Background: an optimization exercise with open tools, aiming at small area. Do not read the settings as production practice.
Function was checked by simulation only, so behaviour that the tests miss may differ from the original.
The flow treats the clock pin as an ideal source, which a real chip does not have.
Power is estimated from default activity; no workload was simulated.

## renard_codec
module renard_codec (
    input  wire        clk,
    input  wire        rst,
    input  wire [31:0] cfg_rate,
    input  wire        cmd_valid,
    output wire        cmd_ready,
    input  wire [1:0]  cmd_op,
    input  wire [9:0]  cmd_n,
    output wire        busy,
    output reg         done,
    output reg  [1:0]  status,
    output wire [9:0]  buf_addr,
    output wire        buf_we,
    output wire [7:0]  buf_wdata,
    input  wire [7:0]  buf_rdata,
    output wire        tx_valid,
    output wire [7:0]  tx_data,
    input  wire        tx_ready,
    input  wire        rx_valid,
    input  wire [7:0]  rx_data,
    output wire        rx_ready,
    output wire        open_valid,
    output wire [31:0] open_rate,
    input  wire        open_ready
);
    localparam [3:0] IDLE    = 4'b0000,
                     I_FILL  = 4'b0001,
                     I_OPEN  = 4'b0010,
                     W_SYNC  = 4'b0100,
                     W_CMD   = 4'b0101,
                     W_DATA  = 4'b0110,
                     W_CODE  = 4'b0111,
                     R_HUNT  = 4'b1000,
                     R_AWAIT = 4'b1001,
                     R_DATA  = 4'b1010,
                     R_ESC   = 4'b1011;    
    localparam [1:0] ST_OK = 2'd0, ST_FRAMING = 2'd1, ST_INVALID = 2'd2, ST_ILLEGAL = 2'd3;
    reg [3:0]  phase;
    reg [8:0]  idx;       
    reg [9:0]  N;         
    reg        bound;     
    reg [31:0] rate;
    wire idle    = (phase == IDLE);
    wire in_fill = (phase == I_FILL);
    wire in_open = (phase == I_OPEN);
    wire in_w    = ~phase[3] & phase[2];
    wire in_r    =  phase[3];
    wire in_data =  phase[3] & phase[1];
    wire esc     =  phase[0];
    wire [9:0] idx_inc = {1'b0, idx} + 10'd1;
    wire       last    = (idx_inc == N);
    wire       n_zero  = (N == 10'd0);
    wire item_two;
    renard_framer u_framer (
        .ph        (phase[1:0]),
        .buf_rdata (buf_rdata),
        .tx_data   (tx_data),
        .item_two  (item_two)
    );
    wire is_sync, is_cmd;
    frame_sync_detector u_fsd (
        .rx_data (rx_data),
  ...
export LEC_CHECK = 0
export CAP_MARGIN = 20
export CORE_MARGIN = 2
export CORE_UTILIZATION = 40
export PLACE_DENSITY = 0.6
export SLEW_MARGIN = 20
create_clock -name core_clock -period 8.0 [get_ports {clk}]
standard.sh (not shown) runs the stock make flow with config.mk's settings and CLKGATE_MAP_FILE= SYNTH_SCRIPT=/design/flow/synth_recipe.tcl, a recipe that flattens the netlist after the stock synthesis.
==> flow/flow/run.sh <==
#!/bin/bash
# Standard ORFS layout with minimum-size port buffers and a lighter clock tree.
set -euo pipefail
export BUFFER_PORTS_ARGS="-buffer_cell sky130_fd_sc_hd__buf_1"
export CTS_ARGS="-sink_clustering_enable -repair_clock_nets -dont_use_dummy_load"
bash standard.sh > standard.log 2>&1
The baseline completed with no timing, DRC or antenna violations.
Rerun with:
==> flow/flow/run.sh (replaced) <==
#!/bin/bash
set -euo pipefail
export BUFFER_PORTS_ARGS="-buffer_cell sky130_fd_sc_hd__buf_1"
export CTS_ARGS="-sink_clustering_enable -repair_clock_nets -dont_use_dummy_load -sink_clustering_size 30 -sink_clustering_max_diameter 200 -buf_list sky130_fd_sc_hd__clkbuf_4 -root_buf sky130_fd_sc_hd__clkbuf_4"
bash standard.sh > standard.log 2>&1
Settings changed: CORE_UTILIZATION 40 to 70, PLACE_DENSITY 0.6 to 0.8.
Synthesized area stays the same.
Global-route usage grows by 14 points.
Flip-flop and latch count stays the same.
Clock power shrinks by 28%.
Utilization grows by 35 points.
Via count grows by about 7%.
Clock skew grows by 0.0049 ns.
Worst hold slack improves by 0.011 ns.
Count of clock-buffer cells in the layout is unchanged.
Sequential power barely changes.
Rerun with:
==> flow/flow/run.sh (replaced) <==
#!/bin/bash
set -euo pipefail
export BUFFER_PORTS_ARGS="-buffer_cell sky130_fd_sc_hd__buf_1"
export CTS_ARGS="-sink_clustering_enable -repair_clock_nets -dont_use_dummy_load -sink_clustering_size 64 -sink_clustering_max_diameter 400 -buf_list sky130_fd_sc_hd__clkbuf_8 -root_buf sky130_fd_sc_hd__clkbuf_8"
bash standard.sh > standard.log 2>&1
Settings changed: CORE_UTILIZATION 70 to 40, PLACE_DENSITY 0.8 to 0.6.
The new run ran to the end with no violations. Critical path depth does not change. Wire length decreases by 2.9%. Area after synthesis is unchanged. Maximum frequency decreases by 0.36%. Utilization decreases by 35 points. Via count decreases by 6.2%.
Rerun with:
==> flow/run.sh (new file) <==
#!/bin/bash
# synth_recipe.tcl (not shown) runs the flow's synth.tcl, then flattens the netlist and writes it again
# the make line also repeats each setting of config.mk as NAME=value (left out here)
make -C /OpenROAD-flow-scripts/flow DESIGN_CONFIG=/design/flow/config.mk WORK_HOME=/design/flow/orfs CLKGATE_MAP_FILE= SYNTH_SCRIPT=/design/flow/synth_recipe.tcl finish
removed: flow/flow/run.sh
removed: flow/standard.sh
Outcome:
- The changed run ran to the end with no violations
- sequential power hardly moves
- clock skew drops by 0.0045 ns
- setup slack gets worse by 0.75 ns

========
## rev 12
The RTL this note starts from:
==> flow/design.v <==
module byte_escape_encoder (
    input  wire [7:0] v,
    input  wire       code,
    output wire [7:0] out,
    output wire       two
);
    wire hi = (v[7:2] == 6'b011111);
    assign two = hi & (v[1] | v[0]);
    wire [7:0] first = {v[7:2], v[1] | (hi & v[0]), v[0] | (hi & v[1])};
    wire [7:0] second = {3'b001, v[1], ~v[1], ~v[1], ~v[1], v[0]};
    assign out = code ? second : first;
endmodule
module byte_escape_decoder (
    input  wire       esc,
    input  wire [7:0] b,
    output wire       esc_next,
    output wire       out_valid,
    output wire [7:0] out_value
);
    wire hi = (b[7:2] == 6'b011111);
    assign esc_next  = ~esc & hi & b[1] & b[0];
    assign out_valid = esc ? ((b == 8'h2F) | (b[7:1] == 7'b0011000))
                           : ~(hi & b[0]);
    assign out_value = esc ? {6'b011111, b[4], b[0]} : b;
endmodule
module frame_sync_detector (
    input  wire [7:0] rx_data,
    output wire       is_sync,
    output wire       is_cmd
);
    assign is_sync = (rx_data == 8'h7E);
    assign is_cmd  = (rx_data == 8'h80);
endmodule
module renard_framer (
    input  wire [1:0] ph,
    input  wire [7:0] buf_rdata,
    output wire [7:0] tx_data,
    output wire       item_two
);
    wire [7:0] enc;
    byte_escape_encoder u_enc (
        .v    (buf_rdata),
        .code (ph[0]),
        .out  (enc),
        .two  (item_two)
    );
    assign tx_data = ph[1] ? enc : (ph[0] ? 8'h80 : 8'h7E);
endmodule
module renard_codec (
    input  wire        clk,
    input  wire        rst,
    input  wire [31:0] cfg_rate,
    input  wire        cmd_valid,
    output wire        cmd_ready,
    input  wire [1:0]  cmd_op,
    input  wire [9:0]  cmd_n,
    output wire        busy,
    output wire        done,
    output reg  [1:0]  status,
    output wire [9:0]  buf_addr,
    output wire        buf_we,
    output wire [7:0]  buf_wdata,
    input  wire [7:0]  buf_rdata,
    output wire        tx_valid,
    output wire [7:0]  tx_data,
    input  wire        tx_ready,
    input  wire        rx_valid,
    input  wire [7:0]  rx_data,
    output wire        rx_ready,
    output wire        open_valid,
    output wire [31:0] open_rate,
    input  wire        open_ready
);
    localparam [3:0] IDLE    = 4'b0000,
                     IDLE_D  = 4'b0001,    
                     W_SYNC  = 4'b0100,
                     W_CMD   = 4'b0101,
                     W_DATA  = 4'b0110,
                     W_CODE  = 4'b0111,
                     R_HUNT  = 4'b1000,
                     R_AWAIT = 4'b1001,
                     R_DATA  = 4'b1010,
                     R_ESC   = 4'b1011,    
                     I_FILL  = 4'b1100,
                     I_OPEN  = 4'b1101;
    localparam [1:0] ST_OK = 2'd0, ST_FRAMING = 2'd1, ST_INVALID = 2'd2, ST_ILLEGAL = 2'd3;
    reg [3:0]  phase;
    reg [8:0]  idx;       
    reg [9:0]  N;         
    reg        bound;     
    reg [31:0] rate;
    wire idle    = ~phase[3] & ~phase[2];
    wire in_w    = ~phase[3] &  phase[2];
    wire in_r    =  phase[3] & ~phase[2];
    wire in_i    =  phase[3] &  phase[2];
    wire in_fill =  in_i & ~phase[0];
    wire in_open =  in_i &  phase[0];
    wire in_data =  in_r &  phase[1];
    wire esc     =  phase[0];
    reg        step;      
    wire [9:0] carry;
    wire [9:0] idx_sum;
    assign carry[0] = step;
    genvar gi;
    generate
        for (gi = 0; gi < 9; gi = gi + 1) begin : g_inc
            assign idx_sum[gi]  = idx[gi] ^ carry[gi];
            assign carry[gi+1]  = idx[gi] & carry[gi];
        end
    endgenerate
    assign idx_sum[9] = carry[9];
    wire       eq      = (idx_sum == N);
    wire       last    = eq;
    wire       n_zero  = eq;
    wire item_two;
    renard_framer u_framer (
        .ph        (phase[1:0]),
        .buf_rdata (buf_rdata),
        .tx_data   (tx_data),
        .item_two  (item_two)
    );
    wire is_sync, is_cmd;
    frame_sync_detector u_fsd (
        .rx_data (rx_data),
        .is_sync (is_sync),
        .is_cmd  (is_cmd)
    );
    wire       dec_esc_next;
    wire       dec_out_valid;
    wire [7:0] dec_out_value;
    byte_escape_decoder u_dec (
        .esc       (esc),
        .b         (rx_data),
        .esc_next  (dec_esc_next),
        .out_valid (dec_out_valid),
        .out_value (dec_out_value)
    );
    wire store = in_data & rx_valid & dec_out_valid;
    assign cmd_ready  = idle;
    assign busy       = ~idle;
    assign done       = idle & phase[0];
    assign buf_addr   = {1'b0, idx};
    assign buf_we     = ~rst & (in_fill | store);
    assign buf_wdata  = in_r ? dec_out_value : 8'h00;   
    assign tx_valid   = ~rst & in_w;
    assign rx_ready   = ~rst & in_r;
    assign open_valid = ~rst & in_open;
    assign open_rate  = rate;
    wire n_bad = cmd_n[9] & (|cmd_n[8:0]);    
    reg [3:0] phase_n;
    reg [1:0] fin_st;     
    always @(*) begin
        phase_n = phase;
        fin_st  = ST_OK;
        step    = 1'b0;
        casez (phase)
            4'b00??: begin    
                phase_n = IDLE;
                if (cmd_valid) begin
                    phase_n = IDLE_D;
                    fin_st  = ST_ILLEGAL;
                    case (cmd_op)
                        2'd0: begin
                            if (!bound) begin
                                if (n_bad)
                                    fin_st = ST_INVALID;
                                else
                                    phase_n = (cmd_n == 10'd0) ? I_OPEN : I_FILL;
                            end
                        end
                        2'd1: if (bound) phase_n = W_SYNC;
                        2'd2: if (bound) phase_n = R_HUNT;
                        default: ;
                    endcase
                end
            end
            4'b11?0: begin    
                step = 1'b1;
                if (last) phase_n = I_OPEN;
            end
            4'b11?1: begin    
                if (open_ready) phase_n = IDLE_D;
            end
            W_SYNC: if (tx_ready) phase_n = W_CMD;
            W_CMD:  if (tx_ready) phase_n = n_zero ? IDLE_D : W_DATA;
            W_DATA, W_CODE: begin
                if (tx_ready) begin
                    if (item_two & ~phase[0]) begin
                        phase_n = W_CODE;
                    end else begin
                        step    = 1'b1;
                        phase_n = last ? IDLE_D : W_DATA;
                    end
                end
            end
            R_HUNT: if (rx_valid & is_sync) phase_n = R_AWAIT;
            R_AWAIT: begin
                if (rx_valid) begin
                    if (!is_cmd)
                        fin_st = ST_FRAMING;
                    phase_n = (!is_cmd | n_zero) ? IDLE_D : R_DATA;
                end
            end
            default: begin    
                if (rx_valid) begin
                    phase_n = {3'b101, dec_esc_next};
                    if (dec_out_valid) begin
                        step = 1'b1;
                        if (last) phase_n = IDLE_D;
                    end
                end
            end
        endcase
    end
    always @(posedge clk) begin
        if (rst) begin
            phase  <= IDLE;
            bound  <= 1'b0;
            status <= ST_OK;
        end else begin
            phase <= phase_n;
            if (phase_n == IDLE_D)
                status <= fin_st;
            if (idle & cmd_valid & (cmd_op == 2'd0) & ~n_bad)
                bound <= 1'b1;
        end
    end
    always @(posedge clk) begin
        idx <= idle ? 9'd0 : idx_sum[8:0];
        if (!bound)
            N <= cmd_n;
        if (rst)
            rate <= cfg_rate;
    end
endmodule
export LEC_CHECK = 0
export CAP_MARGIN = 20
export CORE_MARGIN = 2
export CORE_UTILIZATION = 40
export PLACE_DENSITY = 0.6
export SLEW_MARGIN = 20
create_clock -name core_clock -period 8.0 [get_ports {clk}]
==> flow/flow/run.sh <==
#!/bin/bash
# ORFS layout (the standard.sh) with:
#  - the standard flow's synthesis script, with ABC run on an area-oriented script;
#  - minimum-size (buf_1) port buffers;
#  - the clock distributed by four buffers, one per quarter of the registers (pre_cts.tcl),
#    in place of the clock tree synthesis H-tree.
# Every tool's output goes to the ORFS logs under orfs/logs and to standard.log here.
set -euo pipefail
here=$(pwd)
{ head -n 1 synth_recipe.tcl; cat flow/abc_override.tcl; tail -n +2 synth_recipe.tcl; } > own_synth.tcl
export MY_ABC_SCRIPT=$here/flow/abc_area.abc
export BUFFER_PORTS_ARGS="-buffer_cell sky130_fd_sc_hd__buf_1"
export ONE_CLKBUF=sky130_fd_sc_hd__clkbuf_8
export PRE_CTS_TCL=$here/flow/pre_cts.tcl
export CTS_ARGS="-clk_nets clk -sink_clustering_enable -repair_clock_nets -dont_use_dummy_load -buf_list sky130_fd_sc_hd__clkbuf_4"
bash standard.sh SYNTH_SCRIPT=$here/own_synth.tcl finish > standard.log 2>&1
Other scripts of this flow, unchanged in this note and not shown: flow/flow/abc_area.abc, flow/flow/abc_override.tcl, flow/flow/pre_cts.tcl
--- input diff rev 12..rev 13 ---
-- flow/flow/run.sh --
<<< rev 12, line 15
export CTS_ARGS="-clk_nets clk -sink_clustering_enable -repair_clock_nets -dont_use_dummy_load -buf_list sky130_fd_sc_hd__clkbuf_4"
>>> rev 13, line 15
export CTS_ARGS="-clk_nets clk -sink_clustering_enable -repair_clock_nets -dont_use_dummy_load -buf_list sky130_fd_sc_hd__clkbuf_8"
## What came out
Diff rev 12 -> rev 13 | reported net switching power | down by more than 10%. Rev 13 vs. rev 12: post-route clock period utilization now larger, overall power of the completed layout now smaller, sequential element share of the synthesized area comparable, post-layout minimum cycle time now larger. Comparing via count for rev 12 and rev 13, the smaller number came from rev 13. met3 usage in global routing in rev 13 is 2.1 points below rev 12. Result for rev 12 and rev 13: all clean. Across both runs, final area was lower for rev 13 than for rev 12.

re-timing with driven ports:
How much do the figures lean on ideal ports? The routed layouts below were timed once more, with nothing changed but the port constraints. Step 1, drivers: a clkbuf_16 drives clk and a buf_2 each remaining input, both assumed. Step 2, shift: input delay + t, output delay - t, t = (earliest + latest rising clock arrival at the registers) / 2. This alone moves slack from input paths to output paths. Slacks: no drivers / after step 1 / after step 2; pairs: no drivers / after step 1.
| run | shift t [ns] | setup slack, ns | latest minus earliest clock arrival (ns) | cell pins on the clock port's net |
|---|---|---|---|---|
| the first run of note 1 | 0.340 | 3.250 / 3.223 / 3.223 | 0.015 / 0.016 | 1 |
| the second run of note 1 | 0.416 | 3.267 / 3.243 / 3.243 | 0.022 / 0.022 | 1 |
| the third run of note 1 | 0.340 | 3.250 / 3.223 / 3.223 | 0.015 / 0.016 | 1 |
| the fourth run of note 1 | 0.350 | 2.498 / 2.463 / 2.463 | 0.015 / 0.016 | 1 |
| rev 12 | 0.445 | 1.993 / 1.995 / 1.550 | 0.020 / 0.019 | 1 |
| rev 13 | 0.200 | 1.769 / 1.800 / 1.601 | 0.015 / 0.015 | 4 |
After both steps every run listed still meets setup and hold. For rev 12, which loses most, drivers alone change the setup slack by +0.002 ns; drivers and shift together by -0.443 ns.
